Context: an optimization exercise on an open-source flow, tuned for a short achievable clock period and few clock cycles. The choices shown serve that exercise and are no tape-out recipe.
Function not checked in this run: the RTL went through the layout flow alone.
No activity file was given, so power comes from the tool's default toggle rates.

**design/flow/config.mk**
```make
export PLATFORM = sky130hd
export DESIGN_NAME = hmmm_core
export DESIGN_NICKNAME = hmmm_core
export VERILOG_FILES = /design/flow/design.v
export SDC_FILE = /design/flow/constraint.sdc
export NUM_CORES = 4
export LEC_CHECK = 0
export CAP_MARGIN = 20
export CORE_MARGIN = 2
export CORE_UTILIZATION = 40
export PLACE_DENSITY = 0.6
export SETUP_SLACK_MARGIN = 4.5
export SLEW_MARGIN = 20
```
**design/flow/constraint.sdc**
```tcl
create_clock -name core_clock -period 11.0 [get_ports {clk}]
set_input_delay 2.2000 -clock core_clock [delete_from_list [all_inputs] [get_ports {clk}]]
set_output_delay 2.2000 -clock core_clock [all_outputs]
set_load 0.01 [all_outputs]
```
**design/flow/design.v**
```verilog
module hmmm_core (
    input  wire        clk,
    input  wire        rst,           
    input  wire [8:0]  code_size,     
    output wire        imem_req,
    output wire [7:0]  imem_addr,
    input  wire        imem_ready,
    input  wire [15:0] imem_rdata,
    output wire        dmem_req,
    output wire        dmem_we,
    output wire [7:0]  dmem_addr,
    output wire [15:0] dmem_wdata,
    input  wire        dmem_ready,
    input  wire [15:0] dmem_rdata,
    output wire        in_req,
    input  wire        in_valid,
    input  wire        in_abort,
    input  wire [15:0] in_data,
    output wire        out_valid,
    output wire [15:0] out_data,
    output wire [1:0]  status,        
    output wire [2:0]  cause,         
    output wire [7:0]  lpc,           
    input  wire [3:0]  dbg_addr,
    output wire [15:0] dbg_data
);
    localparam [1:0] ST_RUN = 2'd0, ST_HALT = 2'd1, ST_FAIL = 2'd2, ST_ABORT = 2'd3;
    localparam [2:0] C_NONE   = 3'd0,
                     C_PC     = 3'd1,
                     C_INVAL  = 3'd2,
                     C_LOAD   = 3'd3,
                     C_STORE  = 3'd4,
                     C_JUMP   = 3'd5,
                     C_OVF    = 3'd6,
                     C_DIVZ   = 3'd7;
    localparam [2:0] M_EX   = 3'd0,    
                     M_LDW  = 3'd1,    
                     M_DVI  = 3'd2,    
                     M_DVF  = 3'd3,    
                     M_UNDO = 3'd4,    
                     M_DONE = 3'd5;    
    reg [2:0]  mode;
    reg [1:0]  run_status;
    reg [2:0]  fault_cause;
    reg [7:0]  lpc_r;
    reg [8:0]  cs;             
    reg [15:0] regs [1:15];
    reg [8:0]  a_pc;
    reg        a_v;
    reg [15:0] ir;
    reg [8:0]  e_pc;
    reg        e_v;            
    reg        e_oob;          
    reg        e_pt;           
    reg [3:0]  rd;             
    reg [15:0] undo_val;       
    reg        dv_mod, dv_na, dv_nb, dv_big, dv_first;
    reg [15:0] dv_a;           
    reg [15:0] dv_r;           
    reg [7:0]  dv_bits;        
    reg [15:0] dv_q;           
    reg [19:0] dv_m [1:15];    
    wire [15:0] rv [0:15];
    wire [15:0] zf, nf, cf, df;
    assign rv[0] = 16'd0;
    genvar g;
    generate
        for (g = 1; g < 16; g = g + 1) begin : g_rv
            assign rv[g] = regs[g];
        end
        for (g = 0; g < 16; g = g + 1) begin : g_flags
            wire lo_code = ({1'b0, rv[g][7:0]} < cs);
            assign zf[g] = (rv[g] == 16'd0);
            assign nf[g] = rv[g][15];
            assign cf[g] = (rv[g][15:8] == 8'd0) &&  lo_code;
            assign df[g] = (rv[g][15:8] == 8'd0) && !lo_code;
        end
    endgenerate
    wire [15:0] w      = imem_rdata;
    wire        a_oob  = (a_pc >= cs);
    wire [8:0]  a_pc1  = a_pc + 9'd1;
    wire        w_call = (w[15:12] == 4'hB);
    wire        w_jcc  = (w[15:14] == 2'b11);
    wire        w_back = (w[7:0] <= a_pc[7:0]);
    wire        w_pt   = w_call | (w_jcc & w_back);
    wire [8:0]  a_next = w_pt ? {1'b0, w[7:0]} : a_pc1;
    wire [3:0]  op = ir[15:12];
    wire [3:0]  rx = ir[11:8];
    wire [3:0]  ry = ir[7:4];
    wire [3:0]  rz = ir[3:0];
    wire [7:0]  nn = ir[7:0];
    wire [15:0] vx = rv[rx];
    wire [15:0] vy = rv[ry];
    wire [15:0] vz = rv[rz];
    wire is_halt   = (ir == 16'h0000);
    wire is_read   = (op == 4'h0) && (nn == 8'h01);
    wire is_write  = (op == 4'h0) && (nn == 8'h02);
    wire is_jumpi  = (op == 4'h0) && (nn == 8'h03);
    wire is_loadn  = (op == 4'h1);
    wire is_load   = (op == 4'h2);
    wire is_store  = (op == 4'h3);
    wire is_loadi  = (op == 4'h4) && (rz == 4'h0);
    wire is_storei = (op == 4'h4) && (rz == 4'h1);
    wire is_addn   = (op == 4'h5);
    wire is_add    = (op == 4'h6);
    wire is_sub    = (op == 4'h7);
    wire is_mul    = (op == 4'h8);
    wire is_div    = (op == 4'h9);
    wire is_mod    = (op == 4'hA);
    wire is_call   = (op == 4'hB);
    wire is_jcc    = (op[3:2] == 2'b11);
    wire is_valid  = is_halt | is_read | is_write | is_jumpi | is_loadi | is_storei |
                     (op != 4'h0 && op != 4'h4);
    wire n_code = ({1'b0, nn} < cs);
    wire [63:0] tk_tab = {nf, ~nf & ~zf, ~zf, zf};
    wire jcc_taken = tk_tab[{op[1:0], rx}];
    wire [15:0] simm = {{8{nn[7]}}, nn};
    wire [16:0] addn_res = {vx[15], vx} + {simm[15], simm};
    wire [16:0] add_res  = {vy[15], vy} + {vz[15], vz};
    wire [16:0] sub_res  = {vy[15], vy} - {vz[15], vz};
    wire signed [31:0] mul_res = $signed(vy) * $signed(vz);
    wire addn_ovf = addn_res[16] != addn_res[15];
    wire add_ovf  = add_res[16]  != add_res[15];
    wire sub_ovf  = sub_res[16]  != sub_res[15];
    wire mul_ovf  = (mul_res[31:15] != {17{1'b0}}) && (mul_res[31:15] != {17{1'b1}});
    wire f_jump  = ((is_call | is_jcc) & !n_code) | (is_jumpi & !cf[rx]);
    wire f_load  = (is_load & n_code) | (is_loadi & !df[ry]);
    wire f_store = (is_store & n_code) | (is_storei & !df[ry]);
    wire f_divz  = (is_div | is_mod) & zf[rz];
    wire f_inval = !is_valid;
    wire fault   = f_jump | f_load | f_store | f_divz | f_inval;    
    wire [2:0] fcause = f_inval ? C_INVAL :
                        f_jump  ? C_JUMP  :
                        f_load  ? C_LOAD  :
                        f_store ? C_STORE : C_DIVZ;
    wire f_ovf   = (is_addn & addn_ovf) | (is_add & add_ovf) | (is_sub & sub_ovf) |
                   (is_mul & mul_ovf);
    wire ex = (mode == M_EX) && e_v && !e_oob;
    wire is_memop = is_load | is_store | is_loadi | is_storei;
    wire stall = (is_read & !in_valid) | (is_memop & !dmem_ready);
    wire ends  = is_halt | fault | (is_read & in_abort);
    wire e_fin = ex && !stall && !ends && !(is_load | is_loadi | is_div | is_mod);
    wire        e_redir = e_fin && (is_jumpi || (is_jcc && (jcc_taken != e_pt)));
    wire [8:0]  e_target = is_jumpi ? {1'b0, vx[7:0]} :
                           jcc_taken ? {1'b0, nn} : (e_pc + 9'd1);
    wire [15:0] dp_a = vy[15] ? (~vy + 16'd1) : vy;
    wire [15:0] dp_b = vz[15] ? (~vz + 16'd1) : vz;
    wire [19:0] b1  = {4'd0, dp_b};
    wire [19:0] b3  = b1 + (b1 << 1);
    wire [19:0] b5  = b1 + (b1 << 2);
    wire [19:0] b7  = (b1 << 3) - b1;
    wire [19:0] b9  = (b1 << 3) + b1;
    wire [19:0] b11 = (b1 << 3) + b3;
    wire [19:0] b13 = (b1 << 4) - b3;
    wire [19:0] b15 = (b1 << 4) - b1;
    wire        dp_big = ({8'd0, dp_a[15:8]} >= dp_b);
    reg  [15:0] s1_r, s2_r;
    reg  [3:0]  s1_d, s2_d;
    reg  [20:0] t1, t2;
    reg  [20:0] d1 [1:15];
    reg  [20:0] d2 [1:15];
    reg  [16:1] ge1, ge2;
    integer j;
    always @* begin
        t1 = {1'b0, dv_r, dv_bits[7:4]};
        for (j = 1; j < 16; j = j + 1) begin
            d1[j]  = t1 - {1'b0, dv_m[j]};
            ge1[j] = !d1[j][20];
        end
        ge1[16] = 1'b0;
        s1_d = 4'd0;
        s1_r = ge1[1] ? 16'd0 : t1[15:0];
        for (j = 1; j < 16; j = j + 1)
            if (ge1[j] && !ge1[j+1]) begin
                s1_d = s1_d | j;
                s1_r = s1_r | d1[j][15:0];
            end
        t2 = {1'b0, s1_r, dv_bits[3:0]};
        for (j = 1; j < 16; j = j + 1) begin
            d2[j]  = t2 - {1'b0, dv_m[j]};
            ge2[j] = !d2[j][20];
        end
        ge2[16] = 1'b0;
        s2_d = 4'd0;
        s2_r = ge2[1] ? 16'd0 : t2[15:0];
        for (j = 1; j < 16; j = j + 1)
            if (ge2[j] && !ge2[j+1]) begin
                s2_d = s2_d | j;
                s2_r = s2_r | d2[j][15:0];
            end
    end
    wire [7:0]  di_byte = {s1_d, s2_d};
    wire        di_last = !(dv_first && dv_big);
    wire [15:0] di_q    = dv_first ? {8'd0, di_byte} : {dv_q[15:8], di_byte};
    wire        di_pos  = !dv_na && !dv_nb;
    wire        df_negq = dv_na ^ dv_nb;
    wire        df_rnz  = (dv_r != 16'd0);
    wire [15:0] df_q    = !df_negq ? dv_q : (df_rnz ? ~dv_q : (~dv_q + 16'd1));
    wire [15:0] df_bm   = dv_m[1][15:0];
    wire [15:0] df_rem  = !df_rnz ? 16'd0 :
                          (!dv_na && !dv_nb) ? dv_r :
                          ( dv_na &&  dv_nb) ? (~dv_r + 16'd1) :
                          (!dv_na &&  dv_nb) ? (dv_r - df_bm) : (df_bm - dv_r);
    wire        df_ovf  = !dv_mod && !df_negq && dv_q[15];
    wire mc_fin = (mode == M_LDW) || (mode == M_DVF && !df_ovf) ||
                  ((mode == M_DVI) && di_last && di_pos);
    wire adv = !e_redir && ((mode == M_EX && (!e_v || e_fin)) || mc_fin);
    wire [8:0] f_addr = e_redir ? e_target :
                        (adv && a_v) ? a_next : a_pc;
    assign imem_req   = (mode != M_DONE);
    assign imem_addr  = f_addr[7:0];
    assign dmem_req   = ex && is_memop;
    assign dmem_we    = ex && ((is_store && !n_code) || (is_storei && df[ry]));
    assign dmem_addr  = (op[2]) ? vy[7:0] : nn;
    assign dmem_wdata = vx;
    assign in_req     = ex && is_read;
    assign out_valid  = ex && is_write;
    assign out_data   = vx;
    assign status     = run_status;
    assign cause      = fault_cause;
    assign lpc        = lpc_r;
    assign dbg_data   = rv[dbg_addr];
    wire        ex_we   = ex && (is_loadn | is_addn | is_add | is_sub | is_mul |
                                 (is_call & n_code) |
                                 (is_read & in_valid & !in_abort));
    wire [15:0] ex_data = ({16{is_loadn}} & simm) |
                          ({16{is_addn}}  & addn_res[15:0]) |
                          ({16{is_add}}   & add_res[15:0]) |
                          ({16{is_sub}}   & sub_res[15:0]) |
                          ({16{is_mul}}   & mul_res[15:0]) |
                          ({16{is_call}}  & {7'd0, e_pc + 9'd1}) |
                          ({16{op == 4'h0}} & in_data);
    reg        mc_we;
    reg [15:0] mc_data;
    always @* begin
        mc_we   = 1'b0;
        mc_data = 16'd0;
        case (mode)
        M_LDW: begin
            mc_we   = 1'b1;
            mc_data = dmem_rdata;
        end
        M_DVI: begin
            mc_we   = di_last && di_pos;
            mc_data = dv_mod ? s2_r : di_q;
        end
        M_DVF: begin
            mc_we   = 1'b1;
            mc_data = dv_mod ? df_rem : df_q;
        end
        M_UNDO: begin
            mc_we   = 1'b1;
            mc_data = undo_val;
        end
        default: ;
        endcase
    end
    integer i;
    always @(posedge clk) begin
        if (rst) begin
            for (i = 1; i < 16; i = i + 1)
                regs[i] <= 16'd0;
        end else begin
            for (i = 1; i < 16; i = i + 1)
                if (ex_we && rx == i)
                    regs[i] <= ex_data;
                else if (mc_we && rd == i)
                    regs[i] <= mc_data;
        end
    end
    always @(posedge clk)
        cs <= code_size;
    always @(posedge clk) begin
        if (rst) begin
            mode        <= M_EX;
            run_status  <= ST_RUN;
            fault_cause <= C_NONE;
            lpc_r       <= 8'd0;
            a_pc        <= 9'd0;
            a_v         <= 1'b0;
            ir          <= 16'd0;
            e_pc        <= 9'd0;
            e_v         <= 1'b0;
            e_oob       <= 1'b0;
            e_pt        <= 1'b0;
            rd          <= 4'd0;
            undo_val    <= 16'd0;
            dv_mod      <= 1'b0;
            dv_na       <= 1'b0;
            dv_nb       <= 1'b0;
            dv_big      <= 1'b0;
            dv_first    <= 1'b0;
            dv_a        <= 16'd0;
            dv_r        <= 16'd0;
            dv_bits     <= 8'd0;
            dv_q        <= 16'd0;
            for (i = 1; i < 16; i = i + 1)
                dv_m[i] <= 20'd0;
        end else begin
            a_pc <= f_addr;
            a_v  <= imem_ready && (mode != M_DONE);
            if (e_redir) begin
                e_v <= 1'b0;
            end else if (adv) begin
                ir    <= w;
                e_pc  <= a_pc;
                e_v   <= a_v | a_oob;
                e_oob <= a_oob;
                e_pt  <= w_pt;
            end
            case (mode)
            M_EX: begin
                rd       <= rx;
                undo_val <= vx;
                dv_mod   <= is_mod;
                dv_a     <= dp_a;
                dv_na    <= vy[15];
                dv_nb    <= vz[15];
                dv_big   <= dp_big;
                dv_first <= 1'b1;
                dv_r     <= dp_big ? 16'd0 : {8'd0, dp_a[15:8]};
                dv_bits  <= dp_big ? dp_a[15:8] : dp_a[7:0];
                dv_m[1]  <= b1;
                dv_m[2]  <= b1 << 1;
                dv_m[3]  <= b3;
                dv_m[4]  <= b1 << 2;
                dv_m[5]  <= b5;
                dv_m[6]  <= b3 << 1;
                dv_m[7]  <= b7;
                dv_m[8]  <= b1 << 3;
                dv_m[9]  <= b9;
                dv_m[10] <= b5 << 1;
                dv_m[11] <= b11;
                dv_m[12] <= b3 << 2;
                dv_m[13] <= b13;
                dv_m[14] <= b7 << 1;
                dv_m[15] <= b15;
                if (e_v && e_oob) begin
                    mode <= M_DONE; run_status <= ST_FAIL; fault_cause <= C_PC;
                end else if (ex) begin
                    lpc_r <= e_pc[7:0];
                    if (is_halt) begin
                        mode <= M_DONE; run_status <= ST_HALT;
                    end else if (fault) begin
                        mode <= M_DONE; run_status <= ST_FAIL; fault_cause <= fcause;
                    end else if (is_read && in_valid && in_abort) begin
                        mode <= M_DONE; run_status <= ST_ABORT;
                    end else if (f_ovf) begin
                        mode <= M_UNDO;
                    end else if (!stall) begin
                        if (is_load | is_loadi) mode <= M_LDW;
                        if (is_div | is_mod)    mode <= M_DVI;
                    end
                end
            end
            M_LDW: mode <= M_EX;
            M_DVI: begin
                dv_first <= 1'b0;
                dv_r     <= s2_r;
                dv_bits  <= dv_a[7:0];
                dv_q     <= di_q;
                if (dv_first && dv_big)
                    dv_q <= {di_byte, 8'd0};
                if (di_last)
                    mode <= di_pos ? M_EX : M_DVF;
            end
            M_DVF: begin
                undo_val <= rv[rd];
                mode     <= df_ovf ? M_UNDO : M_EX;
            end
            M_UNDO: begin
                mode <= M_DONE; run_status <= ST_FAIL; fault_cause <= C_OVF;
            end
            default: ;  
            endcase
        end
    end
endmodule
```
**design/flow/run.sh**
```bash
#!/bin/bash
# synth_recipe.tcl (not shown) runs the flow's synth.tcl, then flattens the netlist and writes it again
# the make line also repeats each setting of config.mk as NAME=value (left out here)
make -C /OpenROAD-flow-scripts/flow DESIGN_CONFIG=/design/flow/config.mk WORK_HOME=/design/flow/orfs CLKGATE_MAP_FILE= SYNTH_SCRIPT=/design/flow/synth_recipe.tcl finish
```
==> summary.txt <==
stage by stage:
step	worst slack, ns	power (W)	instance area [um2]	std cells
2_1_floorplan	2.53	0.0273	78200	10036
3_3_place_gp	0.506	0.0432	85900	12829
3_5_place_dp	0.434	0.0436	85900	12831
4_1_cts	1.88	0.0547	101000	13605
worst min-delay path by stage:
stage / to / slack [ns]
after CTS: dv_m[15][9]$_SDFFE_PP0N_ / 0.45
after detailed placement: dv_m[11][17]$_SDFFE_PP0N_ / 0.45
after global placement: dv_a[1]$_SDFFE_PP0N_ / 0.44
after floorplan: dv_m[9][11]$_SDFFE_PP0N_ / 0.43
routing by layer:
| layer | global-route usage (%) | overflow |
|---|---|---|
| met1 | 65.1 | 0 |
| met4 | 61.6 | 61 |
| met2 | 84.3 | 57 |
| met3 | 37.5 | 4 |
| met5 | 15.1 | 0 |
power groups by stage:
stage	logic (W)	clock network, W	registers [W]
after CTS	0.0502	0.00213	0.00236
after global placement	0.0408	0	0.00243
after floorplan	0.0250	0	0.00227
after detailed placement	0.0412	0	0.00244
cells by family after synthesis:
group	count (synthesis)	share of synthesized area (%)
AOI/OAI and AO/OA	3482	32.1
xor gates and xnor gates	497	5.67
adders and majority gates	1208	22.5
buffers and inverters	1206	6.23
DFF	513	13.4
muxes	73	1.11
and+or+nand+nor	3057	19.1
synthesized netlist by cell type (all sizes together) (82+ instances only):
cell type / n
nor2b: 121
a22oi: 541
xor2: 160
xnor2: 337
a21o: 209
a222oi: 99
a31oi: 90
nand2: 837
a221oi: 164
o21ai: 459
nand3: 242
ha: 921
inv: 671
clkbuf: 424
a211oi: 135
a21oi: 754
nor3: 219
dfxtp: 513
o22ai: 159
and3: 82
nor2: 901
nand2b: 165
fa: 287
a22o: 139
or3: 86
buf: 103
nand4: 116
o21a: 122
timing repair:
action	4_1_cts
endpoints found under the setup margin	394
gates cloned	24
setup buffers	646
hold buffers	0
pin swaps	549
resized for setup	1594
==> impl_metrics.env <==
export IMPL_status="aborted with a tool error"
export IMPL_flow_stopped_at="global routing (5_1_grt)"
export IMPL_error="[ERROR GRT-0116] Global routing finished with congestion. Check the congestion regions in the DRC Viewer."
export IMPL_synth_seq_cells=513
export IMPL_die_h_um=442
export IMPL_grt_ovfl_total=122
export IMPL_synth_area_leader_cell="ha_1"
export IMPL_syn_num_nets=11311
export IMPL_synthArstFlopShare_pct=0
export IMPL_ys_top_cells_by_area="ha_1 15%, dfxtp_1 13%, fa_1 7.5%"
export IMPL_fp_dieW_um=442
export IMPL_grt_pass1_vias=103708
export IMPL_initial_core_util_pct=40.3
export IMPL_cts_sinks=513
export IMPL_gp_congestion=1.26
export IMPL_io_buffers=148
export IMPL_grt_pass1_wl_mm=872
export IMPL_numCtsBuffers=60
export IMPL_synthFlopType="dfxtp_1"
export IMPL_synth_top_area_share_pct=15.0
export IMPL_ys_seq_area_share_pct=13.4
export IMPL_io_pins=149
export IMPL_synth_avg_cell_area_um2=7.65
export IMPL_synth_cell_area_um2=76800
export IMPL_dp_hpwl_mm=442
export IMPL_h_tree_depth=2
export IMPL_yosys_warnings=5
export IMPL_ys_types=130
export IMPL_grt_usage_pct=62.7
export IMPL_rows=160
export IMPL_grt_max_degree=120
export IMPL_netlist_instances=10036
export IMPL_cts_path_max_buffers=3
export IMPL_cts_root_buf="clkbuf_16"
export IMPL_synth_edff_count=0
